From an optimization exercise on the open Yosys and OpenROAD flow, aimed at small area, a short achievable clock period and few clock cycles; shortcuts taken in it are not production practice.
Only simulation tests tie the RTL to the original design; equivalence was not proved.
No activity file was given, so power comes from the tool's default toggle rates.

==> design.v <==
module vm16_core (
    input  wire        clk,
    input  wire        rst,         
    output reg         mem_req,
    output reg         mem_we,
    output reg  [15:0] mem_addr,
    output wire [15:0] mem_wdata,
    input  wire [15:0] mem_rdata,
    input  wire        mem_ready,
    input  wire        in_valid,
    input  wire [7:0]  in_data,
    output wire        in_ready,
    output wire        out_valid,
    output reg  [7:0]  out_data,
    input  wire        out_ready,
    output wire        halted
);
    localparam [15:0] RESET_PC = 16'h3000;
    localparam [2:0] F_POS = 3'b001, F_ZRO = 3'b010, F_NEG = 3'b100;
    localparam [3:0] OP_BR   = 4'h0, OP_ADD = 4'h1, OP_LD  = 4'h2, OP_ST   = 4'h3,
                     OP_JSR  = 4'h4, OP_AND = 4'h5, OP_LDR = 4'h6, OP_STR  = 4'h7,
                     OP_RTI  = 4'h8, OP_NOT = 4'h9, OP_LDI = 4'hA, OP_STI  = 4'hB,
                     OP_JMP  = 4'hC, OP_RES = 4'hD, OP_LEA = 4'hE, OP_TRAP = 4'hF;
    localparam [3:0] S_FETCH   = 4'b0000,  
                     S_RUN     = 4'b0001,  
                     S_IND     = 4'b0010,  
                     S_STR_RD  = 4'b0011,  
                     S_IN_WAIT = 4'b0100,  
                     S_HALTED  = 4'b0101,
                     S_STR_LO  = 4'b1000,  
                     S_STR_HI  = 4'b1001,  
                     S_IN_SP   = 4'b1010,  
                     S_IN_ECHO = 4'b1011,  
                     S_H_A     = 4'b1100,  
                     S_H_L     = 4'b1101,  
                     S_H_T     = 4'b1110,  
                     S_H_NL    = 4'b1111;  
    reg [15:0] regs [0:7];
    reg [15:0] pc;        
    reg [2:0]  cond;
    reg [3:0]  state;
    reg        run;       
    reg [15:0] ir;        
    reg        putsp;
    reg [15:0] opa, opb;
    reg        ea_c;
    reg        d_mem;     
    reg        d_st;      
    reg        d_long;    
    reg        d_out;     
    reg        d_getc;    
    reg        sel_ea, sel_br, sel_opa;
    wire [3:0]  opcode = ir[15:12];
    wire [2:0]  dr     = ir[11:9];
    wire [7:0]  vector = ir[7:0];
    wire op_ldi  = opcode == OP_LDI;
    wire op_sti  = opcode == OP_STI;
    wire [15:0] r0_val = regs[0];
    wire [15:0] sum = opa + opb;
    reg  [9:0] base_p1, base_m1;
    integer k;
    always @(*) begin
        for (k = 0; k < 10; k = k + 1) begin
            base_p1[k] = opa[6+k] ^  (&(opa[15:6] |  ({10{1'b1}} << k)));
            base_m1[k] = opa[6+k] ^ ~(|(opa[15:6] &  ~({10{1'b1}} << k)));
        end
    end
    wire [9:0]  ea_hi = (ea_c == ir[5]) ? opa[15:6] : ea_c ? base_p1 : base_m1;
    wire [15:0] ea    = {ea_hi, opa[5:0]};
    wire taken = sel_br & ((dr & cond) != 3'b000);
    always @(*) begin
        if (sel_ea)
            mem_addr = ea;
        else if (sel_opa | taken)
            mem_addr = opa;
        else
            mem_addr = pc;
    end
    wire hi_next = putsp & (ir[15:8] != 8'h00);
    assign mem_wdata = opb;
    assign out_valid = state[3] | (run & d_out);
    assign in_ready  = (run & d_getc) | (state == S_IN_WAIT);
    assign halted    = (state == S_HALTED) | ((state == S_H_NL) & out_ready);
    always @(*) begin
        mem_req  = 1'b0;
        mem_we   = 1'b0;
        out_data = r0_val[7:0];
        case (state)
            S_FETCH:   mem_req = 1'b1;
            S_RUN: begin
                mem_req = ~d_long;
                mem_we  = d_st;
                if (vector[1:0] == 2'b11) out_data = 8'h3E;  
                if (vector[2])            out_data = 8'h48;  
            end
            S_IND: begin
                mem_req = 1'b1;
                mem_we  = op_sti;
            end
            S_STR_RD:  mem_req = 1'b1;
            S_STR_LO: begin
                mem_req  = ~hi_next;
                out_data = ir[7:0];
            end
            S_STR_HI: begin
                mem_req  = 1'b1;
                out_data = ir[15:8];
            end
            S_IN_SP:   out_data = 8'h20;
            S_IN_ECHO: mem_req = 1'b1;
            S_H_A:     out_data = 8'h41;
            S_H_L:     out_data = 8'h4C;
            S_H_T:     out_data = 8'h54;
            S_H_NL:    out_data = 8'h0A;
            default: ;
        endcase
    end
    wire stall = run & ((d_out & ~out_ready) | (d_getc & ~in_valid));
    reg        we;
    reg [2:0]  widx;
    reg [15:0] wdata;
    reg        setcc;
    always @(*) begin
        we    = 1'b0;
        widx  = dr;
        wdata = mem_rdata;
        setcc = 1'b0;
        if (run) begin
            case (opcode)
                OP_ADD: begin we = 1'b1; setcc = 1'b1; wdata = sum; end
                OP_AND: begin we = 1'b1; setcc = 1'b1; wdata = opa & opb; end
                OP_NOT: begin we = 1'b1; setcc = 1'b1; wdata = ~opa; end
                OP_LEA: begin we = 1'b1; setcc = 1'b1; wdata = opa; end
                OP_LD, OP_LDR: begin we = 1'b1; setcc = 1'b1; end
                OP_JSR: begin we = 1'b1; widx = 3'd7; wdata = pc; end
                OP_TRAP: if (d_getc) begin
                    we = 1'b1; widx = 3'd0; wdata = {8'h00, in_data};
                end
                default: ;
            endcase
        end else if (state == S_IND) begin
            we = op_ldi; setcc = op_ldi;
        end else if (state == S_IN_WAIT) begin
            we = 1'b1; widx = 3'd0; wdata = {8'h00, in_data};
        end
    end
    wire [2:0] flags = (wdata == 16'h0000) ? F_ZRO : wdata[15] ? F_NEG : F_POS;
    wire fetch_cyc = (state == S_FETCH) | ((state == S_IN_ECHO) & out_ready) |
                     (run & ~d_mem & ~d_long & ~stall);
    wire ir_load   = fetch_cyc & mem_ready;
    reg [3:0] state_n;
    always @(*) begin
        state_n = state;
        if (fetch_cyc) begin
            state_n = mem_ready ? S_RUN : S_FETCH;
        end else begin
            case (state)
                S_RUN:
                    if (d_mem) begin
                        if (mem_ready) state_n = (op_ldi | op_sti) ? S_IND : S_FETCH;
                    end else if (d_long) begin
                        if (vector[1:0] == 2'b11) begin           
                            if (out_ready) state_n = S_IN_SP;
                        end else if (vector[0]) begin             
                            if (out_ready) state_n = S_H_A;
                        end else begin                            
                            state_n = S_STR_RD;
                        end
                    end
                S_IND:     if (mem_ready) state_n = S_FETCH;
                S_STR_RD:  if (mem_ready) state_n = (mem_rdata == 16'h0000) ? S_FETCH : S_STR_LO;
                S_STR_LO, S_STR_HI: if (out_ready) begin
                    if (state == S_STR_LO && hi_next) state_n = S_STR_HI;
                    else if (mem_ready) state_n = (mem_rdata == 16'h0000) ? S_FETCH : S_STR_LO;
                    else state_n = S_STR_RD;
                end
                S_IN_SP:   if (out_ready) state_n = S_IN_WAIT;
                S_IN_WAIT: if (in_valid)  state_n = S_IN_ECHO;
                S_H_A:     if (out_ready) state_n = S_H_L;
                S_H_L:     if (out_ready) state_n = S_H_T;
                S_H_T:     if (out_ready) state_n = S_H_NL;
                S_H_NL:    if (out_ready) state_n = S_HALTED;
                default: ;
            endcase
        end
    end
    wire [3:0]  nop    = mem_rdata[15:12];
    wire        n_trap = (nop == OP_TRAP) & (mem_rdata[7:3] == 5'b00100);
    wire [2:0]  nvec   = mem_rdata[2:0];
    wire        nb_sr  = (nop == OP_ST) | (nop == OP_STR) | (nop == OP_STI);
    wire        nimm   = mem_rdata[5] & ((nop == OP_ADD) | (nop == OP_AND));
    wire        n_ea   = (nop == OP_LDR) | (nop == OP_STR);
    wire        n_jsr  = (nop == OP_JSR);
    wire        n_rel  = (nop == OP_BR) | (nop == OP_LD) | (nop == OP_ST) | (nop == OP_LDI) |
                         (nop == OP_STI) | (nop == OP_LEA) | (n_jsr & mem_rdata[11]);
    wire [2:0]  na_idx = mem_rdata[8:6];
    wire [2:0]  nb_idx = nb_sr ? mem_rdata[11:9] : mem_rdata[2:0];
    wire [15:0] na_val = (we && widx == na_idx) ? wdata : regs[na_idx];
    wire [15:0] nb_val = nimm ? {{11{mem_rdata[4]}}, mem_rdata[4:0]} :
                         (we && widx == nb_idx) ? wdata : regs[nb_idx];
    wire [6:0]  n_lo   = {1'b0, na_val[5:0]} + {1'b0, mem_rdata[5:0]};
    wire [15:0] n_off  = n_jsr ? {{5{mem_rdata[10]}}, mem_rdata[10:0]}
                               : {{7{mem_rdata[8]}},  mem_rdata[8:0]};
    wire [16:0] n_tgt  = {mem_addr, 1'b1} + {n_off, 1'b1};
    wire stay_run  = (state_n == S_RUN);
    wire n_use_opa = (state_n == S_IND) | (state_n == S_STR_RD) |
                     (state_n == S_STR_LO) | (state_n == S_STR_HI);
    integer i;
    always @(posedge clk) begin
        if (rst) begin
            for (i = 0; i < 8; i = i + 1)
                regs[i] <= 16'h0000;
            cond    <= 3'b000;
            pc      <= RESET_PC;
            state   <= S_FETCH;
            run     <= 1'b0;
            sel_ea  <= 1'b0;
            sel_br  <= 1'b0;
            sel_opa <= 1'b0;
        end else begin
            if (we) regs[widx] <= wdata;
            if (setcc) cond <= flags;
            state   <= state_n;
            run     <= stay_run;
            sel_ea  <= ir_load ? n_ea : (sel_ea & stay_run);
            sel_br  <= ir_load & (nop == OP_BR);
            sel_opa <= ir_load ? ((nop == OP_JMP) | n_jsr | (nop == OP_LD) | (nop == OP_ST) |
                                  (nop == OP_LDI) | (nop == OP_STI))
                               : (n_use_opa | (sel_opa & stay_run));
            if (fetch_cyc)
                pc <= mem_addr + {15'd0, mem_ready};
            if (ir_load) begin
                ir     <= mem_rdata;
                opa    <= n_rel ? n_tgt[16:1] :
                          n_ea  ? {na_val[15:6], n_lo[5:0]} : na_val;
                ea_c   <= n_lo[6];
                opb    <= nb_val;
                d_mem  <= n_ea | (nop == OP_LD) | (nop == OP_ST) |
                          (nop == OP_LDI) | (nop == OP_STI);
                d_st   <= (nop == OP_ST) | (nop == OP_STR);
                d_long <= n_trap & ((nvec == 3'd2) | (nvec == 3'd3) |
                                    (nvec == 3'd4) | (nvec == 3'd5));
                d_out  <= n_trap & ((nvec == 3'd1) | (nvec == 3'd3) | (nvec == 3'd5));
                d_getc <= n_trap & (nvec == 3'd0);
            end else begin
                case (state)
                    S_RUN:
                        if (d_mem) begin
                            if (mem_ready) opa <= mem_rdata;
                        end else if (d_long & ~vector[0]) begin   
                            opa   <= r0_val;
                            opb   <= 16'd1;    
                            putsp <= vector[2];
                        end
                    S_STR_RD: if (mem_ready) begin
                        ir  <= mem_rdata;
                        opa <= sum;
                    end
                    S_STR_LO, S_STR_HI:
                        if (out_ready && !(state == S_STR_LO && hi_next) && mem_ready) begin
                            ir  <= mem_rdata;
                            opa <= sum;
                        end
                    default: ;
                endcase
            end
        end
    end
endmodule
==> flow/run.sh <==
#!/bin/bash
# The standard layout (the standard.sh, unchanged synthesis), with the
# input and output ports buffered by buf_2 cells rather than the placer's
# default pick.  Each tool's output goes to its own log in this folder.
export BUFFER_PORTS_ARGS="-buffer_cell sky130_fd_sc_hd__buf_2"
bash standard.sh > standard.log 2>&1
status=$?
tail -5 standard.log
exit $status
==> standard.sh <==
#!/bin/bash
# synth_recipe.tcl (not shown) runs the flow's synth.tcl, then flattens the netlist and writes it again
# the make line also repeats each setting of config.mk as NAME=value (left out here)
make -C /OpenROAD-flow-scripts/flow DESIGN_CONFIG=/design/flow/config.mk WORK_HOME=/design/flow/orfs CLKGATE_MAP_FILE= SYNTH_SCRIPT=/design/flow/synth_recipe.tcl "${@:-finish}"
==> config.mk <==
export PLATFORM = sky130hd
export DESIGN_NAME = vm16_core
export DESIGN_NICKNAME = vm16_core
export VERILOG_FILES = /design/flow/design.v
export SDC_FILE = /design/flow/constraint.sdc
export NUM_CORES = 4
export LEC_CHECK = 0
export ABC_AREA = 1
export CAP_MARGIN = 20
export CORE_MARGIN = 2
export CORE_UTILIZATION = 40
export PLACE_DENSITY = 0.75
export SETUP_SLACK_MARGIN = 4.0
export SLEW_MARGIN = 20
export TNS_END_PERCENT = 0
==> constraint.sdc <==
create_clock -name core_clock -period 8.0 [get_ports {clk}]
set_input_delay 1.6000 -clock core_clock [delete_from_list [all_inputs] [get_ports {clk}]]
set_output_delay 1.6000 -clock core_clock [all_outputs]
set_load 0.01 [all_outputs]
==> results by group, run 1 <==
Run status
  – Status: no timing/DRC/antenna violations

Route
  – DR vias: 17230
  – Top routing layer in use: met4
  – Final WL: 64000 microns
  – M1 WL: 25200 microns
  – # DRC: 0
  – DR vias/cell: 5.94
  – ANT nets after route: 0
  – Drt initial violations: 2221
  – Wirelength per Cell: 22.1 microns
  – Met3 WL: between 6000 and 7000 microns
  – Routed met2 length: 28500 microns
  – First-pass detailed-route iteration total: 6

Final layout
  – Commonest non-fill, non-tap cell in the layout: nand2_1
  – Syn-to-layout area delta: 14.8%
  – Final #Nets: between 2000 and 2500
  – Fillers: 4007
  – Commonest non-fill, non-tap cells in the layout: 552 x nand2_1, 350 x nor2_1, 237 x inv_1
  – Fin cells: 2900
  – Share of post-route cells with drive strength above 1: 0.121
  – Fin util: 0.464
  – Ant diodes: 0

STA
  – Final min period: 4.02 ns
  – RSZ-0062 raised after global routing: yes
  – Setup TNS: 0 ns
  – Rel. slew slack: 0.437
  – Final Hold Viols: 0
  – Peak Freq: 249 MHz
  – Hold Slack: 0.472 ns
  – Final setup skew: roughly 0.017 ns
  – Max-slew violations: 0
  – Setup Viol. Count Final: 0
  – Slew @ Worst Pin: 0.842 ns
  – Period utilization: 0.502

Clocking
  – Bufs on Longest Clock Path: 3
  – Num CTS Buffers: 25
  – Clock transition at path regs: ~0.06 ns
  – Sink Count: 210
  – CTS tree: done
  – Clk root buf: clkbuf_16
  – # hold bufs at CTS: 0
  – H-tree depth: 1
  – Clock latency at the later pin of the worst-skew pair: 0.57 ns

GRT
  – Vias in the first global route: 15499
  – Total track usage: 0.297
  – First-pass GRT wire length: 94200 microns
  – Initial antenna violation count: 1
  – Largest net degree at the start of global routing: 66
  – GR Overflow Total: 0

Worst setup path
  – CP Launch Type: flop
  – Crit Path Max Fanout: 6
  – CP Class: flop to primary output
  – Worst Path Required: 6.40 ns
  – CP dominant cell by count: nand2_1
  – CP endpoint kind: primary output
  – Cells along the critical path: inv_1, nor3_1, nand2_1, o21ai_0, nand2_1, nand2_1, nand3_1, nand2_1, inv_1, buf_2
  – WP buf/inv: 3
  – CP delay by family, top: simple AND/OR/NAND/NOR gates
  – Slowest-stage cell, CP: edfxtp_1
  – Worst endpoint data arrival time: 2.42 ns
  – CP peak stage delay: ~0.56 ns

Place
  – # placed instances: 2805
  – GP Congestion: 1.02
  – Detailed Place HPWL: 46400 microns
  – Port bufs: 73

Pwr
  – P per Cell Area: 357 nW/um^2
  – P_leak: 0.00811 uW
  – VDD IR max: 213 uV
  – Total power draw: 6550 uW

Job
  – Max-cap viol count: 0

Yosys
  – Post-synth top area share: 0.344
  – Post-Syn Area per Cell: between 6 and 7 sq um
  – Synth Register Bits: 210
  – Asr flop ratio synth: 0
  – Post-Synthesis Cells: 2292
  – Mapped cell area: 16000 sq um
  – Top_reg_cell synth: edfxtp_1
  – Yosys top cell by area: edfxtp_1
  – Post-Syn Nets: 2364
  – Sequential-to-total area share from yosys stat: 0.378
  – Synth cell types: 58
  – Top post-synthesis cells by area: edfxtp_1 34%, nand2_1 13%, nor2_1 8.4%, o21ai_0 6.0%, inv_1 5.7%
  – Number of synthesized flops with an enable pin: 183
  – Yosys warns: 1

Floorplan
  – Die area: 41600 sq um
  – FP Rows: 73
  – Area of the core: 39500 sq um
  – DIE WIDTH: 204 microns
  – Die Y: 204 microns
  – Starting Density: 0.404
  – IO Pins: 74

Min path
  – HP Class: flop to flop
[kinds of logic (layout without fill, tap and decap cells)]
| family | Yosys count | after routing | synth area share |
|---|---|---|---|
| AOI/OAI and AO/OA | 522 | 522 | 0.193 |
| DFF | 210 | 210 | 0.378 |
| xor gates and xnor gates | 17 | 17 | 0.00932 |
| adders and majority gates | 43 | 43 | 0.0351 |
| buffers and inverters | 363 | 444 | 0.0914 |
| and+or+nand+nor | 1137 | 1139 | 0.293 |
[metal layers]
layer  track usage  up-vias
li1              -     7860
met1         0.399     8088
met3        0.0537      192
met5             0        -
met2         0.470     1090
met4         0.124        0
[power breakdown]
| part | switching [uW] | total (uW) | internal [uW] |
|---|---|---|---|
| clock network | 512 | 1350 | 839 |
| logic | 2440 | 3510 | 1070 |
| registers | 221 | 1690 | 1470 |
[worst reg2reg max path, stage by stage (launching register included)]
cell and delay [ns]:
dfxtp_1 0.57, nand2_1 0.18, nor2_4 0.18, nor2_1 0.19
nand2_1 0.14, o21a_1 0.23, nand2_1 0.10, nor2_2 0.19
nand2_4 0.15, inv_4 0.16, nand2_1 0.08, o21ai_2 0.07
inv_1 0.10, ha_4 0.25, nand2_1 0.07, nor2_1 0.05
a211oi_2 0.26, nor2_1 0.07, o21ai_1 0.12, nand2_1 0.07
xor2_1 0.14, nand2_1 0.05, nand3_1 0.09, nand2_1 0.09
nand2_1 0.05
[per-stage QoR]
step	area, sq um	worst slack [ns]
3_3_place_gp	16700	2.53
4_1_cts	18000	3.90
6_report	18400	3.98
5_1_grt	18400	3.75
2_1_floorplan	16000	3.67
3_5_place_dp	16700	2.49
[what timing repair did]
| action | CTS | global route |
|---|---|---|
| gates cloned | 3 | 3 |
| resized for setup | 38 | 41 |
| pin swaps | 3 | 10 |
| setup endpoints to repair | 96 | 97 |
| buffers inserted | 16 | 27 |
[final timing paths]
kind	depth (start not counted)	end	slack, ns	startpoint
max	10	mem_addr[14]	3.98	opa[13]
min	2	cond[0]	0.47	cond[0]
max reg2reg	24	opa[5]	4.07	state[2]
min reg2reg	2	cond[0]	0.47	cond[0]
[state kept, by name, indices dropped and copies added, names as in the netlist, 3 cells and up]
signal	flops
regs	128
ir	16
opa	16
opb	16
pc	16
state	4
cond	3
[synthesized netlist by cell type, drive strengths merged (6+ instances only)]
cell type / number
a221oi: 26
o21bai: 9
o211ai: 42
o21ai: 227
buf: 55
nand2: 573
a211oi: 10
a22oi: 16
edfxtp: 183
or2: 6
nor3: 23
nor2: 370
ha: 40
inv: 257
xor2: 12
a21oi: 138
a22o: 6
o22ai: 14
nand4: 13
dfxtp: 27
clkbuf: 50
a31oi: 12
nand3: 141
[area by class of cell]
type                    instances  area, sq um  area share
clock buffers                  29          641      0.0349
repair inverters                1         5.00    0.000273
well taps                     525          657      0.0358
repair buffers                139         1020      0.0554
flip-flops and latches        210         6040       0.329
multi-input cells            1721         8680       0.473
clock inverters                17          314      0.0171
inverters                     258          992      0.0541
Testbench counts, summed over its fixed seeds: cycles 151,879.
==> inputs of run 2 (changes only) <==
--- a/config.mk
+++ b/config.mk
@@ -10,5 +10,4 @@
 export CORE_MARGIN = 2
 export CORE_UTILIZATION = 40
-export PLACE_DENSITY = 0.75
 export SETUP_SLACK_MARGIN = 4.0
 export SLEW_MARGIN = 20
==> run 2 against run 1 <==
  * Power decreased by 2.7%
  * Wire length rose by 4.7%
  * Clock power shrank 16%
  * Synthesized cell count did not move
  * Cell count about the same
  * Sequential share of layout area increased by 0.21 points
  * First-iteration DRC count is 14% lower
  * Combinational power about the same
  * Flip-flop and latch count unchanged
  * Clock-buffer cell count grew 2
  * Critical path type unchanged
  * Die area unchanged
==> results by group, run 2 <==
Run status
  – Status: no timing/DRC/antenna violations (unchanged)

Route
  – DR vias/cell: 5.81 (was 5.94)
  – Final WL: 67000 microns (was 64000 microns)
  – # DRC: 0 (unchanged)
  – ANT nets after route: 0 (unchanged)
  – Drt initial violations: 1913 (was 2221)
  – DR vias: 16840 (was 17230)
  – Wirelength per Cell: 23.1 microns (was 22.1 microns)
  – First-pass detailed-route iteration total: 5 (was 6)

STA
  – Final setup skew: 0.0426 ns (was 0.0173 ns)
  – Setup TNS: 0 ns (unchanged)
  – Final Hold Viols: 0 (unchanged)
  – Setup Viol. Count Final: 0 (unchanged)
  – RSZ-0062 raised after global routing: yes (unchanged)
  – Period utilization: 0.501 (was 0.502)
  – Slew @ Worst Pin: 0.927 ns (was 0.842 ns)
  – Max-slew violations: 0 (unchanged)
  – Rel. slew slack: 0.380 (was 0.437)
  – Peak Freq: 249 MHz (about the same)
  – Final min period: 4.01 ns (was 4.02 ns)

Final layout
  – Final #Nets: 2429 (was 2428)
  – Syn-to-layout area delta: 14.1% (was 14.8%)
  – Share of post-route cells with drive strength above 1: 0.119 (was 0.121)
  – Commonest non-fill, non-tap cells in the layout: 552 x nand2_1, 351 x nor2_1, 233 x inv_1 (was 552 x nand2_1, 350 x nor2_1, 237 x inv_1)
  – Fin cells: 2899 (was 2900)
  – Register with the most flip-flops: regs (unchanged)
  – Ant diodes: 0 (unchanged)
  – Commonest non-fill, non-tap cell in the layout: nand2_1 (unchanged)
  – Flip-flop count of the largest register after layout: 128 (unchanged)

Worst setup path
  – CP Launch Type: flop (unchanged)
  – Worst Path Required: 6.40 ns (about the same)
  – CP Class: flop to primary output (unchanged)
  – Worst endpoint data arrival time: 2.41 ns (was 2.42 ns)
  – Crit Path Max Fanout: 5 (was 6)
  – CP endpoint kind: primary output (unchanged)

Pwr
  – P per Cell Area: 350 nW/um^2 (was 357 nW/um^2)
  – Total power draw: 6370 uW (was 6550 uW)
  – VDD IR max: 212 uV (was 213 uV)
  – P_leak: 0.00804 uW (was 0.00811 uW)

Floorplan
  – Area of the core: 39500 sq um (unchanged)
  – Die area: 41600 sq um (unchanged)
  – FP Rows: 73 (unchanged)
  – IO Pins: 74 (unchanged)
  – Die Y: 204 microns (unchanged)
  – DIE WIDTH: 204 microns (unchanged)
  – Starting Density: 0.404 (unchanged)

Min path
  – HP Class: flop to flop (unchanged)

Yosys
  – Top_reg_cell synth: edfxtp_1 (unchanged)
  – Mapped cell area: 16000 sq um (unchanged)
  – Post-synth top area share: 0.344 (unchanged)
  – Synth Register Bits: 210 (unchanged)
  – Asr flop ratio synth: 0 (unchanged)
  – Post-Synthesis Cells: 2292 (unchanged)
  – Sequential-to-total area share from yosys stat: 0.378 (unchanged)
  – Synth cell types: 58 (unchanged)
  – Post-Syn Nets: 2364 (unchanged)
  – Post-Syn Area per Cell: 6.97 sq um (unchanged)
  – Number of synthesized flops with an enable pin: 183 (unchanged)
  – Most common cell in the netlist: nand2_1 (unchanged)
  – Yosys warns: 1 (unchanged)
  – Top post-synthesis cells by area: edfxtp_1 34%, nand2_1 13%, nor2_1 8.4%, o21ai_0 6.0%, inv_1 5.7% (unchanged)
  – Synth top cells by count: 555 x nand2_1, 359 x nor2_1, 242 x inv_1 (unchanged)
  – Yosys top cell by area: edfxtp_1 (unchanged)

Clocking
  – CTS tree: done (unchanged)
  – Clock latency at the later pin of the worst-skew pair: 0.58 ns (was 0.57 ns)
  – # hold bufs at CTS: 0 (unchanged)
  – Clock transition at path regs: 0.07 ns (was 0.06 ns)
  – Num CTS Buffers: 24 (was 25)
  – Bufs on Longest Clock Path: 3 (unchanged)
  – H-tree depth: 1 (unchanged)
  – Sink Count: 210 (unchanged)
  – Clk root buf: clkbuf_16 (unchanged)

Place
  – Port bufs: 73 (unchanged)
  – Detailed Place HPWL: 49000 microns (was 46400 microns)
  – GP Congestion: 0.978 (was 1.02)
  – # placed instances: 2809 (was 2805)

GRT
  – Initial antenna violation count: 0 (was 1)
  – Vias in the first global route: 15543 (was 15499)
  – First-pass GRT wire length: 98100 microns (was 94200 microns)
  – GR Overflow Total: 0 (unchanged)
  – Largest net degree at the start of global routing: 66 (unchanged)
  – Total track usage: 0.314 (was 0.297)

Job
  – Max-cap viol count: 0 (unchanged)
[run 2: changes by cell type in the layout (fill, tap and decap cells not counted), sizes merged]
cell      before  now
buf          136  139
bufbuf         2    1
bufinv         8    3
clkbuf        30   33
clkinv         4    8
clkinvlp       8    5
inv          256  254
[run 2: where the power goes]
part	switching (uW)	internal [uW]	total, uW
logic	2460	1060	3520
clock network	490	655	1140
registers	237	1470	1700
[run 2: kinds of logic after synthesis]
logic type / synth area share
flip-flops: 0.378
buffers and inverters: 0.0914
adder cells (fa/ha/maj): 0.0351
XOR/XNOR: 0.00932
AND/OR/NAND/NOR: 0.293
AO/OA/AOI/OAI: 0.193
[run 2: critical path, cell delays in order, from the launching register on]
cell and delay (ns):
edfxtp_1 0.55, nand2_1 0.17, nor3_4 0.20, nand2_1 0.10
o21ai_0 0.21, nand2_1 0.08, nand2_1 0.06, nand3_1 0.07
nand2_1 0.16, inv_1 0.12, buf_2 0.15
[run 2: path summary, 6_finish.rpt]
kind,from,end,slack (ns),cells past startpoint
max,opa[6],mem_addr[14],3.99,10
max reg2reg,opb[0],opa[5],4.08,23
min,cond[2],cond[2],0.48,2
min reg2reg,cond[2],cond[2],0.48,2
[run 2: stage by stage]
stage	hold slack, ns	instance area, sq um	setup WS [ns]	utilization
finish	0.479	18200	3.99	0.461
global route	0.508	18200	3.89	0.461
CTS	0.474	17800	3.85	0.450
detailed placement	0.464	16700	2.49	0.423
global placement	0.454	16700	2.55	0.423
floorplan	0.439	16000	3.67	-
[run 2: layer usage]
metal,wire [microns],GRT usage,part of all wire
met1,28600,0.436,0.43
met3,5370,0.0407,0.080
met4,2690,0.107,0.040
met5,0,0,0
met2,30400,0.504,0.45
[run 2: area by class of cell]
type                    count  area, sq um
well taps                 525          657
inverters                 258          998
multi-input cells        1721         8670
flip-flops and latches    210         6040
fillers                  4105        21300
clock buffers              31          627
clock inverters            12          164
repair buffers            142         1070
[run 2: what timing repair did]
| item | CTS | global route |
|---|---|---|
| endpoints found under the setup margin | 168 | 101 |
| resized for setup | 31 | 65 |
| cloned | 2 | 3 |
| pin swaps | 4 | 13 |
| buffers inserted | 15 | 27 |
| hold endpoints to repair | 0 | 0 |
==> inputs of run 3 (changes only) <==
--- a/config.mk
+++ b/config.mk
@@ -10,4 +10,6 @@
 export CORE_MARGIN = 2
 export CORE_UTILIZATION = 40
+export CTS_CLUSTER_DIAMETER = 110
+export CTS_CLUSTER_SIZE = 22
 export SETUP_SLACK_MARGIN = 4.0
 export SLEW_MARGIN = 20
==> run 3 against run 2 <==
  * Fmax fell by 0.44%
  * Largest cell class unchanged
  * Global-route usage barely moved
  * Register-to-register slack improved by 0.08 ns
  * Final area fell by 1.7%
  * Power fell by 5.4%
  * Flip-flop and latch count did not move
==> results by group, run 3 <==
Run status
  – Status: no timing/DRC/antenna violations (unchanged)

Min path
  – Hold Startpoint: cond[0] (was cond[2])
  – HP Class: flop to flop (unchanged)

Route
  – First-pass detailed-route iteration total: 6 (was 5)
  – # DRC: 0 (unchanged)
  – Top routing layer in use: met4 (unchanged)
  – Drt initial violations: 1827 (was 1913)
  – Final WL: 67000 microns (about the same)
  – Routed met2 length: 30300 microns (was 30400 microns)
  – DR vias/cell: 5.79 (was 5.81)
  – M1 WL: 28200 microns (was 28600 microns)
  – Wirelength per Cell: 23.3 microns (was 23.1 microns)
  – ANT nets after route: 0 (unchanged)
  – Met3 WL: 5810 microns (was 5370 microns)
  – DR vias: 16690 (was 16840)

Pwr
  – P_leak: 0.00790 uW (was 0.00804 uW)
  – VDD IR max: 160 uV (was 212 uV)
  – P per Cell Area: 336 nW/um^2 (was 350 nW/um^2)
  – Sequential Power Share: 0.282 (was 0.267)
  – Sw Share: 0.519 (was 0.500)
  – Net Switching: 3130 uW (was 3190 uW)
  – Internal: 2900 uW (was 3190 uW)
  – Clock power share: 0.132 (was 0.180)
  – Total power draw: 6030 uW (was 6370 uW)
  – Comb pwr share: 0.586 (was 0.553)

Worst setup path
  – Crit Path Max Fanout: 5 (unchanged)
  – CP Launch Point: opa[9] (was opa[6])
  – Worst Path Required: 6.40 ns (about the same)
  – CP Class: flop to primary output (unchanged)
  – Worst endpoint data arrival time: 2.43 ns (was 2.41 ns)
  – CP Launch Type: flop (unchanged)
  – CP endpoint kind: primary output (unchanged)
  – Reg-to-reg critical path startpoint: state[2] (was opb[0])

Final layout
  – Flip-flop count of the largest register after layout: 128 (unchanged)
  – Final #Nets: 2423 (was 2429)
  – Ant diodes: 0 (unchanged)
  – Post-route cell area: 17900 sq um (was 18200 sq um)
  – Syn-to-layout area delta: 12.2% (was 14.1%)
  – Register with the most flip-flops: regs (unchanged)
  – Fillers: 4131 (was 4105)
  – Share of post-route cells with drive strength above 1: 0.115 (was 0.119)
  – Fin cells: 2881 (was 2899)
  – Commonest non-fill, non-tap cell in the layout: nand2_1 (unchanged)
  – Commonest non-fill, non-tap cells in the layout: 553 x nand2_1, 351 x nor2_1, 234 x inv_1 (was 552 x nand2_1, 351 x nor2_1, 233 x inv_1)

STA
  – Slew @ Worst Pin: 0.952 ns (was 0.927 ns)
  – Final min period: 4.03 ns (was 4.01 ns)
  – Worst setup margin: 3.97 ns (was 3.99 ns)
  – Max-slew violations: 0 (unchanged)
  – Setup Viol. Count Final: 0 (unchanged)
  – Final Hold Viols: 0 (unchanged)
  – Setup TNS: 0 ns (unchanged)
  – Rel. slew slack: 0.364 (was 0.380)
  – Peak Freq: 248 MHz (was 249 MHz)
  – RSZ-0062 raised after global routing: yes (unchanged)
  – Final setup skew: 0.0416 ns (was 0.0426 ns)
  – Period utilization: 0.503 (was 0.501)

Clocking
  – Clk root buf: clkbuf_16 (unchanged)
  – CTS tree: done (unchanged)
  – Bufs on Longest Clock Path: 3 (unchanged)
  – Sink Count: 210 (unchanged)
  – Num CTS Buffers: 15 (was 24)
  – Clock latency at the later pin of the worst-skew pair: 0.53 ns (was 0.58 ns)
  – Clock transition at path regs: 0.09 ns (was 0.07 ns)
  – H-tree depth: 1 (unchanged)
  – # hold bufs at CTS: 0 (unchanged)

GRT
  – Initial antenna violation count: 0 (unchanged)
  – Total track usage: 0.314 (about the same)
  – Vias in the first global route: 15479 (was 15543)
  – GR Overflow Total: 0 (unchanged)
  – First-pass GRT wire length: 98000 microns (was 98100 microns)
  – Largest net degree at the start of global routing: 66 (unchanged)

Place
  – GP Congestion: 0.978 (unchanged)
  – Port bufs: 73 (unchanged)
  – Dpl cell area: 16700 sq um (unchanged)
  – Detailed Place HPWL: 49000 microns (unchanged)
  – # placed instances: 2809 (unchanged)
  – Setup WS pre-CTS: 2.49 ns (unchanged)

Floorplan
  – Area of the core: 39500 sq um (unchanged)
  – Die Y: 204 microns (unchanged)
  – FP Rows: 73 (unchanged)
  – IO Pins: 74 (unchanged)
  – Die area: 41600 sq um (unchanged)
  – Starting Density: 0.404 (unchanged)
  – DIE WIDTH: 204 microns (unchanged)

Yosys
  – Post-synth top area share: 0.344 (unchanged)
  – Top_reg_cell synth: edfxtp_1 (unchanged)
  – Asr flop ratio synth: 0 (unchanged)
  – Post-Syn Area per Cell: 6.97 sq um (unchanged)
  – Synth cell types: 58 (unchanged)
  – Yosys warns: 1 (unchanged)
  – Most common cell in the netlist: nand2_1 (unchanged)
  – Mapped cell area: 16000 sq um (unchanged)
  – Synth Register Bits: 210 (unchanged)
  – Post-Syn Nets: 2364 (unchanged)
  – Yosys top cell by area: edfxtp_1 (unchanged)
  – Synth top cells by count: 555 x nand2_1, 359 x nor2_1, 242 x inv_1 (unchanged)
  – Top post-synthesis cells by area: edfxtp_1 34%, nand2_1 13%, nor2_1 8.4%, o21ai_0 6.0%, inv_1 5.7% (unchanged)
  – Sequential-to-total area share from yosys stat: 0.378 (unchanged)
  – Number of synthesized flops with an enable pin: 183 (unchanged)
  – Post-Synthesis Cells: 2292 (unchanged)

Job
  – Max-cap viol count: 0 (unchanged)
==> run 3: changes by cell type in the layout (fill, tap and decap cells not counted), moves of 2 or more <==
| cell | change |
|---|---|
| clkbuf_1 | -7 |
| buf_4 | +3 |
| inv_6 | +2 |
| bufinv_16 | -3 |
| o21ai_1 | -2 |
| clkinv_2 | -4 |
| o21ai_0 | +2 |
| clkbuf_16 | -9 |
==> run 3: power by group through the flow <==
stage | Clock [uW] | Combinational, uW | Sequential [uW]
floorplan | 0 | 2230 | 1600
global placement | 0 | 3180 | 1730
detailed placement | 0 | 3200 | 1730
CTS | 800 | 3330 | 1690
global route | 837 | 3850 | 1710
finish | 795 | 3530 | 1700
==> run 3: metrics by stage <==
step | hold WS, ns | utilization
floorplan | 0.439 | -
global placement | 0.454 | 0.423
detailed placement | 0.464 | 0.423
CTS | 0.477 | 0.444
global route | 0.514 | 0.453
finish | 0.484 | 0.453
==> run 3: what timing repair did <==
item / CTS / global route
gates resized for setup: 41 / 45
buffers inserted: 21 / 23
pin swaps: 7 / 12
gates cloned: 3 / 3
setup endpoints to repair: 169 / 99
==> run 3: critical path: stages, from the launching register on <==
cell and delay [ns]:
edfxtp_1 0.48, inv_1 0.19, nor3_2 0.30, nand2_1 0.11, o21ai_0 0.29, nand2_1 0.08, nand2_1 0.06, nand3_1 0.06
nand2_1 0.19, buf_2 0.17
==> run 3: metal layers <==
metal | global-route usage | vias to the layer above
met5 | 0 | -
met4 | 0.113 | 0
met3 | 0.0408 | 130
met2 | 0.502 | 867
met1 | 0.435 | 7846
li1 | - | 7847
==> run 3: cell families (layout without fill, tap and decap cells) <==
| logic type | count (synthesis) | after routing | synth area share |
|---|---|---|---|
| AO/OA/AOI/OAI | 522 | 522 | 0.193 |
| flip-flops | 210 | 210 | 0.378 |
| AND/OR/NAND/NOR | 1137 | 1139 | 0.293 |
| XOR/XNOR | 17 | 17 | 0.00932 |
| adder cells (fa/ha/maj) | 43 | 43 | 0.0351 |
| buffers and inverters | 363 | 425 | 0.0914 |
==> run 3: final timing paths <==
| kind | to | slack, ns | cells past startpoint |
|---|---|---|---|
| worst max register to register | opa[5] | 4.16 | 24 |
| worst min-delay path | cond[0] | 0.48 | 2 |
| worst min register to register | cond[0] | 0.48 | 2 |
| worst max-delay path | mem_addr[15] | 3.97 | 9 |
==> run 3: layout make-up <==
class	count	area [sq um]	area share
multi-input combinational	1721	8670	0.484
sequential	210	6040	0.337
timing repair buffer	145	1110	0.0619
inverter	258	998	0.0557
tap	525	657	0.0367
clock buffer	15	375	0.0209
clock inverter	7	75.1	0.00419
==> inputs of run 4 (changes only) <==
--- a/config.mk
+++ b/config.mk
@@ -10,6 +10,6 @@
 export CORE_MARGIN = 2
 export CORE_UTILIZATION = 40
-export CTS_CLUSTER_DIAMETER = 110
-export CTS_CLUSTER_SIZE = 22
+export CTS_CLUSTER_DIAMETER = 100
+export CTS_CLUSTER_SIZE = 18
 export SETUP_SLACK_MARGIN = 4.0
 export SLEW_MARGIN = 20
==> run 4 against run 3 <==
  * Register-to-register slack improved by 0.02 ns
  * Non-clock buffer count rose by 4
  * Critical endpoint is now opb[12]
  * Synthesized area stayed put
  * Final area grew 0.54%
  * Cell count rose by 0.14%
  * Die area stayed put
  * Largest cell class unchanged
==> results by group, run 4 <==
Pwr
  – Net Switching: 3130 uW (about the same)
  – P_leak: 0.00793 uW (was 0.00790 uW)
  – Sw Share: 0.511 (was 0.519)
  – Clock power share: 0.141 (was 0.132)
  – Internal: 2990 uW (was 2900 uW)
  – VDD IR max: 184 uV (was 160 uV)
  – Comb pwr share: 0.582 (was 0.586)
  – Sequential Power Share: 0.278 (was 0.282)
  – P per Cell Area: 339 nW/um^2 (was 336 nW/um^2)

STA
  – Hold Slack: 0.480 ns (was 0.484 ns)
  – Rel. slew slack: 0.373 (was 0.364)
  – Slew @ Worst Pin: 0.939 ns (was 0.952 ns)
  – Peak Freq: 252 MHz (was 248 MHz)
  – Period utilization: 0.496 (was 0.503)
  – RSZ-0062 raised after global routing: yes (unchanged)
  – Final Hold Viols: 0 (unchanged)
  – Setup Viol. Count Final: 0 (unchanged)
  – Final setup skew: 0.0558 ns (was 0.0416 ns)
  – Final min period: 3.97 ns (was 4.03 ns)
  – Setup TNS: 0 ns (unchanged)
  – Max-slew violations: 0 (unchanged)

Place
  – Dpl cell area: 16700 sq um (unchanged)
  – Detailed Place HPWL: 49000 microns (unchanged)
  – # placed instances: 2809 (unchanged)
  – Port bufs: 73 (unchanged)
  – GP Congestion: 0.978 (unchanged)

Yosys
  – Top post-synthesis cells by area: edfxtp_1 34%, nand2_1 13%, nor2_1 8.4%, o21ai_0 6.0%, inv_1 5.7% (unchanged)
  – Most common cell in the netlist: nand2_1 (unchanged)
  – Synth Register Bits: 210 (unchanged)
  – Post-Synthesis Cells: 2292 (unchanged)
  – Post-synth top area share: 0.344 (unchanged)
  – Synth cell types: 58 (unchanged)
  – Yosys warns: 1 (unchanged)
  – Top_reg_cell synth: edfxtp_1 (unchanged)
  – Number of synthesized flops with an enable pin: 183 (unchanged)
  – Post-Syn Nets: 2364 (unchanged)
  – Synth top cells by count: 555 x nand2_1, 359 x nor2_1, 242 x inv_1 (unchanged)
  – Post-Syn Area per Cell: 6.97 sq um (unchanged)
  – Sequential-to-total area share from yosys stat: 0.378 (unchanged)
  – Yosys top cell by area: edfxtp_1 (unchanged)
  – Mapped cell area: 16000 sq um (unchanged)
  – Asr flop ratio synth: 0 (unchanged)

Clocking
  – Sink Count: 210 (unchanged)
  – Clock latency at the later pin of the worst-skew pair: 0.55 ns (was 0.53 ns)
  – Bufs on Longest Clock Path: 3 (unchanged)
  – Clock transition at path regs: 0.09 ns (about the same)
  – Clk root buf: clkbuf_16 (unchanged)
  – Num CTS Buffers: 16 (was 15)
  – CTS tree: done (unchanged)
  – H-tree depth: 1 (unchanged)

Worst setup path
  – Worst endpoint data arrival time: 4.25 ns (was 2.43 ns)
  – Worst Path Required: 8.28 ns (was 6.40 ns)
  – Crit Path Max Fanout: 65 (was 5)
  – CP Launch Type: input pin (was flop)
  – CP dominant cell by count: nand2_1 (unchanged)
  – Slowest-stage cell, CP: buf_12 (was edfxtp_1)
  – Cells along the critical path: buf_2, nand2_1, nor2_2, nand2_1, o21ai_4, buf_12, inv_2, buf_6, xor2_1, a21oi_1, nand2_4, inv_2, nand2_1, nand3_1, a21oi_1 (was inv_1, nor3_2, nand2_1, o21ai_0, nand2_1, nand2_1, nand3_1, nand2_1, buf_2)
  – CP peak stage delay: 0.29 ns (was 0.48 ns)
  – CP Class: input pin to flop (was flop to primary output)
  – CP endpoint kind: flop (was primary output)

Run status
  – Status: no timing/DRC/antenna violations (unchanged)

Route
  – # DRC: 0 (unchanged)
  – First-pass detailed-route iteration total: 8 (was 6)
  – Wirelength per Cell: 23.1 microns (was 23.3 microns)
  – ANT nets after route: 0 (unchanged)
  – Final WL: 66800 microns (was 67000 microns)
  – DR vias: 16762 (was 16690)
  – DR vias/cell: 5.81 (was 5.79)
  – Drt initial violations: 1909 (was 1827)

Final layout
  – Final #Nets: 2428 (was 2423)
  – Post-route cell area: 18000 sq um (was 17900 sq um)
  – Syn-to-layout area delta: 12.8% (was 12.2%)
  – Ant diodes: 0 (unchanged)
  – Commonest non-fill, non-tap cell in the layout: nand2_1 (unchanged)
  – Fin util: 0.456 (was 0.453)
  – Commonest non-fill, non-tap cells in the layout: 551 x nand2_1, 351 x nor2_1, 230 x inv_1 (was 553 x nand2_1, 351 x nor2_1, 234 x inv_1)
  – Fin cells: 2885 (was 2881)
  – Register with the most flip-flops: regs (unchanged)
  – Flip-flop count of the largest register after layout: 128 (unchanged)
  – Share of post-route cells with drive strength above 1: 0.119 (was 0.115)

GRT
  – GRT met3 Usage: 0.0418 (was 0.0408)
  – GR Overflow Total: 0 (unchanged)
  – Met1 Resource Use GR: 0.435 (about the same)
  – Largest net degree at the start of global routing: 66 (unchanged)
  – Initial antenna violation count: 0 (unchanged)
  – Met2 usage: 0.500 (was 0.502)
  – Busiest grt layer: met2 (unchanged)
  – First-pass GRT wire length: 97700 microns (was 98000 microns)
  – Vias in the first global route: 15431 (was 15479)
  – Total track usage: 0.314 (about the same)

Job
  – Max-cap viol count: 0 (unchanged)

Floorplan
  – Die Y: 204 microns (unchanged)
  – FP Rows: 73 (unchanged)
  – Area of the core: 39500 sq um (unchanged)
  – Starting Density: 0.404 (unchanged)
  – IO Pins: 74 (unchanged)
  – DIE WIDTH: 204 microns (unchanged)
  – Die area: 41600 sq um (unchanged)

Min path
  – HP Class: flop to flop (unchanged)
[run 4: final timing paths]
check / cells past startpoint / slack, ns / to / start
setup reg to reg: 23 / 4.18 / opa[5] / opb[0]
hold reg to reg: 2 / 0.48 / cond[0] / cond[0]
hold / removal: 2 / 0.48 / cond[0] / cond[0]
setup / recovery: 15 / 4.03 / opb[12] / mem_rdata[12]
[run 4: power by group through the flow]
stage | combinational, uW | sequential (uW) | clock [uW]
after floorplan | 2230 | 1600 | 0
after global placement | 3180 | 1730 | 0
after detailed placement | 3200 | 1730 | 0
after CTS | 3320 | 1690 | 860
after global routing | 3880 | 1710 | 897
final | 3560 | 1700 | 859
[run 4: cell families after synthesis]
kind of cell / count (synthesis) / share of synthesized area
simple gates: 1137 / 0.293
compound gates: 522 / 0.193
buf+inv: 363 / 0.0914
flops: 210 / 0.378
fa+ha+maj: 43 / 0.0351
xor+xnor: 17 / 0.00932
[run 4: final cells by class]
cell class | count | area, sq um
fillers | 4120 | 21500
clock buffers | 16 | 400
flip-flops and latches | 210 | 6040
well taps | 525 | 657
repair buffers | 149 | 1140
inverters | 258 | 1000
multi-input cells | 1721 | 8680
clock inverters | 6 | 96.3
[run 4: stage by stage]
step,worst slack [ns],power (uW)
2_1_floorplan,3.67,3830
3_3_place_gp,2.55,4910
3_5_place_dp,2.49,4930
4_1_cts,3.92,5870
5_1_grt,3.94,6490
6_report,4.03,6110
[run 4: repair_timing]
action	4_1_cts	5_1_grt
gates resized for setup	38	64
setup endpoints to repair	152	100
gates cloned	3	2
hold buffers	0	0
buffers inserted	19	30
pin swaps	6	14
[run 4: critical path, delay by kind of cell]
kind / cells / cell delay (ns)
AOI/OAI and AO/OA: 3 / 0.39
xor gates and xnor gates: 1 / 0.23
buffers and inverters: 5 / 1.06
and+or+nand+nor: 6 / 0.92
[run 4: routing by layer]
| metal | part of all wire | wire length [microns] | vias to the layer above |
|---|---|---|---|
| met5 | 0 | 0 | - |
| met4 | 0.041 | 2720 | 0 |
| met3 | 0.087 | 5800 | 137 |
| met2 | 0.45 | 30300 | 879 |
| met1 | 0.42 | 28000 | 7898 |
| li1 | - | - | 7848 |
==> inputs of run 5 (changes only) <==
--- a/config.mk
+++ b/config.mk
@@ -12,5 +12,5 @@
 export CTS_CLUSTER_DIAMETER = 100
 export CTS_CLUSTER_SIZE = 18
-export SETUP_SLACK_MARGIN = 4.0
+export SETUP_SLACK_MARGIN = 4.8
 export SLEW_MARGIN = 20
 export TNS_END_PERCENT = 0
==> run 5 against run 4 <==
  * Flip-flop and latch count stayed put
  * Final area is 0.90% higher
  * Synthesized area stayed put
  * Non-clock buffer count is 2 higher
  * Global-route usage is 0.38 points higher
  * Setup slack better by 0.061 ns
  * Clock skew is 0.014 ns lower
  * Via count is 1.7% higher
  * Wire length is 0.62% higher
  * Critical endpoint is now mem_addr[9]
==> results by group, run 5 <==
Route
  – DR vias/cell: 5.90 (was 5.81)
  – First-pass detailed-route iteration total: 6 (was 8)
  – # DRC: 0 (unchanged)
  – DR vias: 17050 (was 16762)
  – Final WL: 67200 microns (was 66800 microns)
  – ANT nets after route: 0 (unchanged)
  – Wirelength per Cell: 23.3 microns (was 23.1 microns)
  – Drt initial violations: 1951 (was 1909)

Clocking
  – Clock transition at path regs: 0.09 ns (about the same)
  – CTS tree: done (unchanged)
  – Sink Count: 210 (unchanged)
  – Clock latency at the later pin of the worst-skew pair: 0.54 ns (was 0.55 ns)
  – Num CTS Buffers: 16 (unchanged)
  – H-tree depth: 1 (unchanged)
  – Bufs on Longest Clock Path: 3 (unchanged)
  – Clk root buf: clkbuf_16 (unchanged)

Pwr
  – P_leak: 0.00793 uW (about the same)
  – Internal: 2970 uW (was 2990 uW)
  – Net Switching: 3170 uW (was 3130 uW)
  – Comb pwr share: 0.595 (was 0.582)
  – Sw Share: 0.516 (was 0.511)
  – Sequential Power Share: 0.275 (was 0.278)
  – Clock power share: 0.130 (was 0.141)
  – P per Cell Area: 338 nW/um^2 (was 339 nW/um^2)
  – VDD IR max: 182 uV (was 184 uV)

Place
  – Detailed Place HPWL: 47800 microns (was 49000 microns)
  – GP Congestion: 1.01 (was 0.978)
  – Port bufs: 73 (unchanged)

Job
  – Max-cap viol count: 0 (unchanged)

Floorplan
  – Die Y: 204 microns (unchanged)
  – Area of the core: 39500 sq um (unchanged)
  – FP Rows: 73 (unchanged)
  – Die area: 41600 sq um (unchanged)
  – IO Pins: 74 (unchanged)
  – Starting Density: 0.404 (unchanged)
  – DIE WIDTH: 204 microns (unchanged)

Worst setup path
  – CP Launch Point: opa[6] (was mem_rdata[12])
  – CP Launch Type: flop (was input pin)
  – Worst endpoint data arrival time: 2.31 ns (was 4.25 ns)
  – Reg2Reg Depth: 8 (was 23)
  – Reg-to-Reg End: regs[2][13] (was opa[5])
  – Reg-to-reg critical path startpoint: ir[14] (was opb[0])
  – Crit Path Max Fanout: 6 (was 65)
  – CP Class: flop to primary output (was input pin to flop)
  – Worst Path Required: 6.40 ns (was 8.28 ns)
  – Flop2flop setup slack: 4.20 ns (was 4.18 ns)
  – CP endpoint kind: primary output (was flop)

Yosys
  – Post-Synthesis Cells: 2292 (unchanged)
  – Top_reg_cell synth: edfxtp_1 (unchanged)
  – Mapped cell area: 16000 sq um (unchanged)
  – Post-Syn Nets: 2364 (unchanged)
  – Most common cell in the netlist: nand2_1 (unchanged)
  – Synth top cells by count: 555 x nand2_1, 359 x nor2_1, 242 x inv_1 (unchanged)
  – Yosys warns: 1 (unchanged)
  – Yosys top cell by area: edfxtp_1 (unchanged)
  – Number of synthesized flops with an enable pin: 183 (unchanged)
  – Post-Syn Area per Cell: 6.97 sq um (unchanged)
  – Sequential-to-total area share from yosys stat: 0.378 (unchanged)
  – Top post-synthesis cells by area: edfxtp_1 34%, nand2_1 13%, nor2_1 8.4%, o21ai_0 6.0%, inv_1 5.7% (unchanged)
  – Post-synth top area share: 0.344 (unchanged)
  – Asr flop ratio synth: 0 (unchanged)
  – Synth cell types: 58 (unchanged)
  – Synth Register Bits: 210 (unchanged)

STA
  – Final min period: 3.91 ns (was 3.97 ns)
  – Setup TNS: 0 ns (unchanged)
  – Rel. slew slack: 0.296 (was 0.373)
  – Setup Viol. Count Final: 0 (unchanged)
  – Peak Freq: 256 MHz (was 252 MHz)
  – Slew @ Worst Pin: 1.06 ns (was 0.939 ns)
  – Final setup skew: 0.0417 ns (was 0.0558 ns)
  – Hold Slack: 0.479 ns (was 0.480 ns)
  – Period utilization: 0.488 (was 0.496)
  – Final Hold Viols: 0 (unchanged)
  – RSZ-0062 raised after global routing: yes (unchanged)
  – Max-slew violations: 0 (unchanged)

Final layout
  – Fin util: 0.460 (was 0.456)
  – Commonest non-fill, non-tap cells in the layout: 540 x nand2_1, 345 x nor2_1, 221 x inv_1 (was 551 x nand2_1, 351 x nor2_1, 230 x inv_1)
  – Flip-flop count of the largest register after layout: 128 (unchanged)
  – Fillers: 4050 (was 4120)
  – Syn-to-layout area delta: 13.8% (was 12.8%)
  – Ant diodes: 0 (unchanged)
  – Share of post-route cells with drive strength above 1: 0.138 (was 0.119)
  – Commonest non-fill, non-tap cell in the layout: nand2_1 (unchanged)
  – Final #Nets: 2433 (was 2428)
  – Register with the most flip-flops: regs (unchanged)

GRT
  – GR Overflow Total: 0 (unchanged)
  – First-pass GRT wire length: 99200 microns (was 97700 microns)
  – Largest net degree at the start of global routing: 66 (unchanged)
  – Total track usage: 0.318 (was 0.314)
  – Initial antenna violation count: 1 (was 0)
  – Vias in the first global route: 15935 (was 15431)

Min path
  – End of the worst hold path: cond[0] (unchanged)
  – Hold Startpoint: cond[0] (unchanged)
  – Hold depth: 2 (unchanged)
  – HP Class: flop to flop (unchanged)

Run status
  – Status: no timing/DRC/antenna violations (unchanged)
-- run 5: cell counts after synthesis --
No cell type changed its count.
-- run 5: kinds of logic (layout without fill, tap and decap cells) --
logic type               count (synthesis)  count (layout)  synth area share
adder cells (fa/ha/maj)                 43              43            0.0351
AO/OA/AOI/OAI                          522             522             0.193
flip-flops                             210             210             0.378
buffers and inverters                  363             431            0.0914
AND/OR/NAND/NOR                       1137            1141             0.293
XOR/XNOR                                17              17           0.00932
-- run 5: how the worst max path moves through the flow --
stage	to	slack [ns]	depth (start not counted)
floorplan	opa[5]	3.99	23
global placement	opa[8]	2.37	14
detailed placement	opa[15]	2.34	14
CTS	mem_addr[11]	4.17	10
global route	opa[5]	3.99	23
finish	mem_addr[9]	4.09	11
-- run 5: per-stage QoR --
step	instance area [sq um]	setup WS [ns]	power, uW	cells
after CTS	18000	4.17	6000	2882
after global routing	18200	3.99	6520	2889
after detailed placement	16700	2.34	4910	2805
after floorplan	16100	3.99	3840	2292
final	18200	4.09	6140	2889
after global placement	16700	2.37	4890	2805
-- run 5: layer usage --
metal  up-vias  part of all wire  global-route usage
met4         2             0.046               0.135
met3       166              0.10              0.0526
met2       971              0.44               0.506
li1       7847                 -                   -
met1      8064              0.41               0.427
met5         -           0.00019                   0
-- run 5: cell type report --
type	count	area (sq um)	share of cell area
clock buffer	17	404	0.0222
clock inverter	4	50.0	0.00275
inverter	258	1020	0.0564
multi-input combinational	1723	8850	0.487
sequential	210	6040	0.332
tap	525	657	0.0361
timing repair buffer	151	1150	0.0631
timing repair inverter	1	8.76	0.000482
-- run 5: power by group through the flow --
stage / clock network, uW / logic [uW] / registers [uW]
floorplan: 0 / 2240 / 1600
finish: 797 / 3650 / 1690
CTS: 802 / 3520 / 1680
global route: 839 / 3980 / 1700
detailed placement: 0 / 3180 / 1730
global placement: 0 / 3160 / 1730
-- run 5: critical path, stage by stage (launching register included) --
cell	delay [ns]
edfxtp_1	0.54
buf_4	0.17
buf_6	0.13
buf_4	0.14
nand4_1	0.08
o21ai_1	0.13
nand2_1	0.07
nand2_1	0.06
nand3_1	0.08
nand2_2	0.14
inv_2	0.07
buf_2	0.14
-- run 5: what timing repair did --
item | CTS | global route
resized for setup | 109 | 35
gates cloned | 6 | 1
buffers inserted | 50 | 6
pin swaps | 29 | 13
endpoints found under the setup margin | 311 | 275
hold buffers | 0 | 0
==> inputs of run 6 (changes only) <==
--- a/config.mk
+++ b/config.mk
@@ -12,5 +12,5 @@
 export CTS_CLUSTER_DIAMETER = 100
 export CTS_CLUSTER_SIZE = 18
-export SETUP_SLACK_MARGIN = 4.8
+export SETUP_SLACK_MARGIN = 4.4
 export SLEW_MARGIN = 20
 export TNS_END_PERCENT = 0
==> run 6 against run 5 <==
  * Still clean
  * Non-clock buffer count stayed put
  * Utilization did not move
  * Via count stayed put
  * Setup slack did not move
  * Clock power hardly changed
  * Wire length unchanged
  * Synthesized cell count stayed put
  * Largest cell class unchanged
  * Largest power group unchanged
  * Highest routed layer unchanged
==> results by group, run 6 <==
Floorplan
  – Area of the core: 39500 sq um (unchanged)
  – Die Y: 204 microns (unchanged)
  – IO Pins: 74 (unchanged)
  – DIE WIDTH: 204 microns (unchanged)
  – Die area: 41600 sq um (unchanged)
  – Starting Density: 0.404 (unchanged)
  – FP Rows: 73 (unchanged)

STA
  – Final setup skew: 0.0417 ns (unchanged)
  – Slew @ Worst Pin: 1.06 ns (unchanged)
  – Setup TNS: 0 ns (unchanged)
  – Setup Viol. Count Final: 0 (unchanged)
  – Max-slew violations: 0 (unchanged)
  – Final Hold Viols: 0 (unchanged)
  – Worst setup margin: 4.09 ns (unchanged)
  – Peak Freq: 256 MHz (unchanged)
  – Final min period: 3.91 ns (unchanged)
  – Rel. slew slack: 0.296 (unchanged)
  – RSZ-0062 raised after global routing: yes (unchanged)
  – Period utilization: 0.488 (unchanged)

Clocking
  – H-tree depth: 1 (unchanged)
  – Clock latency at the later pin of the worst-skew pair: 0.54 ns (about the same)
  – Num CTS Buffers: 16 (unchanged)
  – Clk root buf: clkbuf_16 (unchanged)
  – CTS tree: done (unchanged)
  – Sink Count: 210 (unchanged)
  – Bufs on Longest Clock Path: 3 (unchanged)
  – Clock transition at path regs: 0.09 ns (about the same)
  – # hold bufs at CTS: 0 (unchanged)

Final layout
  – Ant diodes: 0 (unchanged)
  – Final #Nets: 2433 (unchanged)
  – Register area: 6040 sq um (unchanged)
  – Fillers: 4050 (unchanged)
  – Commonest non-fill, non-tap cell in the layout: nand2_1 (unchanged)
  – Register with the most flip-flops: regs (unchanged)
  – Syn-to-layout area delta: 13.8% (unchanged)
  – Flip-flop count of the largest register after layout: 128 (unchanged)
  – Area occupied by multi-input gates: 8850 sq um (unchanged)
  – Share of post-route cells with drive strength above 1: 0.138 (unchanged)
  – Commonest non-fill, non-tap cells in the layout: 540 x nand2_1, 345 x nor2_1, 221 x inv_1 (unchanged)

Place
  – Detailed Place HPWL: 47800 microns (unchanged)
  – GP Congestion: 1.01 (unchanged)
  – Setup WS pre-CTS: 2.34 ns (unchanged)
  – Port bufs: 73 (unchanged)

Worst setup path
  – WP buf/inv: 5 (unchanged)
  – Worst endpoint data arrival time: 2.31 ns (about the same)
  – CP Launch Point: opa[6] (unchanged)
  – Worst Path Required: 6.40 ns (about the same)
  – CP peak stage delay: 0.54 ns (about the same)
  – Flop2flop setup slack: 4.20 ns (about the same)
  – CP Launch Type: flop (unchanged)
  – Cells along the critical path: buf_4, buf_6, buf_4, nand4_1, o21ai_1, nand2_1, nand2_1, nand3_1, nand2_2, inv_2, buf_2 (unchanged)
  – Reg-to-Reg End: regs[2][13] (unchanged)
  – CP endpoint kind: primary output (unchanged)
  – Worst path depth: 11 (unchanged)
  – Critical Path Sink: mem_addr[9] (unchanged)
  – Reg-to-reg critical path startpoint: ir[14] (unchanged)
  – Crit Path Max Fanout: 6 (unchanged)
  – CP delay by family, top: buffers and inverters (unchanged)
  – CP Class: flop to primary output (unchanged)
  – Reg2Reg Depth: 8 (unchanged)
  – Slowest-stage cell, CP: edfxtp_1 (unchanged)

Pwr
  – P per Cell Area: 338 nW/um^2 (unchanged)
  – P_leak: 0.00793 uW (unchanged)
  – VDD IR max: 182 uV (unchanged)

Yosys
  – Synth Register Bits: 210 (unchanged)
  – Number of synthesized flops with an enable pin: 183 (unchanged)
  – Sequential-to-total area share from yosys stat: 0.378 (unchanged)
  – Yosys top cell by area: edfxtp_1 (unchanged)
  – Asr flop ratio synth: 0 (unchanged)
  – Most common cell in the netlist: nand2_1 (unchanged)
  – Mapped cell area: 16000 sq um (unchanged)
  – Post-synth top area share: 0.344 (unchanged)
  – Synth top cells by count: 555 x nand2_1, 359 x nor2_1, 242 x inv_1 (unchanged)
  – Synth cell types: 58 (unchanged)
  – Top post-synthesis cells by area: edfxtp_1 34%, nand2_1 13%, nor2_1 8.4%, o21ai_0 6.0%, inv_1 5.7% (unchanged)
  – Post-Syn Nets: 2364 (unchanged)
  – Post-Syn Area per Cell: 6.97 sq um (unchanged)
  – Yosys warns: 1 (unchanged)
  – Top_reg_cell synth: edfxtp_1 (unchanged)
  – Post-Synthesis Cells: 2292 (unchanged)

GRT
  – Total track usage: 0.318 (unchanged)
  – First-pass GRT wire length: 99200 microns (unchanged)
  – Vias in the first global route: 15935 (unchanged)
  – GR Overflow Total: 0 (unchanged)
  – Largest net degree at the start of global routing: 66 (unchanged)
  – Initial antenna violation count: 1 (unchanged)

Route
  – DR vias/cell: 5.90 (unchanged)
  – Wirelength per Cell: 23.3 microns (unchanged)
  – # DRC: 0 (unchanged)
  – ANT nets after route: 0 (unchanged)
  – DR vias: 17050 (unchanged)
  – Final WL: 67200 microns (unchanged)
  – Drt initial violations: 1951 (unchanged)
  – First-pass detailed-route iteration total: 6 (unchanged)

Min path
  – HP Class: flop to flop (unchanged)

Job
  – Max-cap viol count: 0 (unchanged)

Run status
  – Status: no timing/DRC/antenna violations (unchanged)
[run 6: cell counts after synthesis]
Identical to the previous run, type by type.
[run 6: power breakdown]
part           total (uW)  switching, uW  internal [uW]
Combinational        3650           2520           1140
Sequential           1690            225           1470
Clock                 797            426            371
Total                6140           3170           2970
[run 6: worst min-delay path by stage]
stage | start | slack (ns) | cells after the start | end
after floorplan | cond[0] | 0.44 | 2 | cond[0]
after global placement | cond[0] | 0.46 | 2 | cond[0]
after detailed placement | cond[2] | 0.46 | 2 | cond[2]
after CTS | cond[2] | 0.48 | 2 | cond[2]
after global routing | cond[0] | 0.50 | 2 | cond[0]
final | cond[0] | 0.48 | 2 | cond[0]
[run 6: timing repair]
action,4_1_cts,5_1_grt
setup endpoints to repair,250,173
setup buffers,50,6
hold endpoints to repair,0,0
gates cloned,6,1
pin swaps,29,13
gates resized for setup,109,35
[run 6: area by class of cell]
cell class,instances,share of cell area
multi-input cells,1723,0.487
flip-flops and latches,210,0.332
repair buffers,151,0.0631
inverters,258,0.0564
well taps,525,0.0361
clock buffers,17,0.0222
clock inverters,4,0.00275
repair inverters,1,0.000482
[run 6: worst reg2reg max path, delay by kind of cell, from the launching register on]
kind | cells | cell delay, ns
AO/OA/AOI/OAI | 2 | 0.52
flip-flops | 1 | 0.49
AND/OR/NAND/NOR | 6 | 2.43
[run 6: per-layer routing]
layer | global-route usage | routed length, microns
met1 | 0.427 | 27400
met2 | 0.506 | 29900
met3 | 0.0526 | 6760
met4 | 0.135 | 3080
met5 | 0 | 13
[run 6: cells by family (layout without fill, tap and decap cells)]
| group | Yosys count | in the layout | share of synthesized area |
|---|---|---|---|
| adders and majority gates | 43 | 43 | 0.0351 |
| xor gates and xnor gates | 17 | 17 | 0.00932 |
| DFF | 210 | 210 | 0.378 |
| and+or+nand+nor | 1137 | 1141 | 0.293 |
| AOI/OAI and AO/OA | 522 | 522 | 0.193 |
| buffers and inverters | 363 | 431 | 0.0914 |
[run 6: through the flow]
stage               total power [uW]   util  hold WS, ns  instances  area, sq um
detailed placement              4910  0.423        0.465       2805        16700
floorplan                       3840      -        0.439       2292        16100
global route                    6520  0.460        0.502       2889        18200
global placement                4890  0.423        0.456       2805        16700
finish                          6140  0.460        0.479       2889        18200
CTS                             6000  0.456        0.477       2882        18000

[afterwards: timing with drivers on the ports]
In the flow no input, the clock included, has a driving cell. The finished layouts below were timed again as built, in two steps. Step 1: set_driving_cell puts a clkbuf_16 on clk and a buf_2 on each other input, an assumption about the parent block. Step 2 times the ports against the registers' clock, not the clock port: input delays grow and output delays shrink by t, the midpoint of the rising clock arrivals with the driver on. a / b / c = no drivers / after step 1 / after step 2; a / b = the first two.
run	t, ns	setup WS [ns]	clock arrival spread, ns	slew at the worst register clock pin (ns)
run 1	0.617	3.980 / 3.924 / 3.401	0.018 / 0.017	0.07 / 0.07
run 2	0.604	3.991 / 3.943 / 3.460	0.044 / 0.044	0.07 / 0.07
run 3	0.562	3.973 / 3.919 / 3.431	0.043 / 0.043	0.10 / 0.10
run 4	0.570	4.031 / 4.000 / 3.487	0.056 / 0.056	0.10 / 0.10
run 5	0.565	4.092 / 4.044 / 3.570	0.042 / 0.042	0.09 / 0.09
run 6	0.565	4.092 / 4.044 / 3.570	0.042 / 0.042	0.09 / 0.09
After both steps setup and hold are still met in every run listed. For run 1, which loses most, drivers alone change the setup slack by -0.056 ns; drivers and shift together by -0.579 ns.
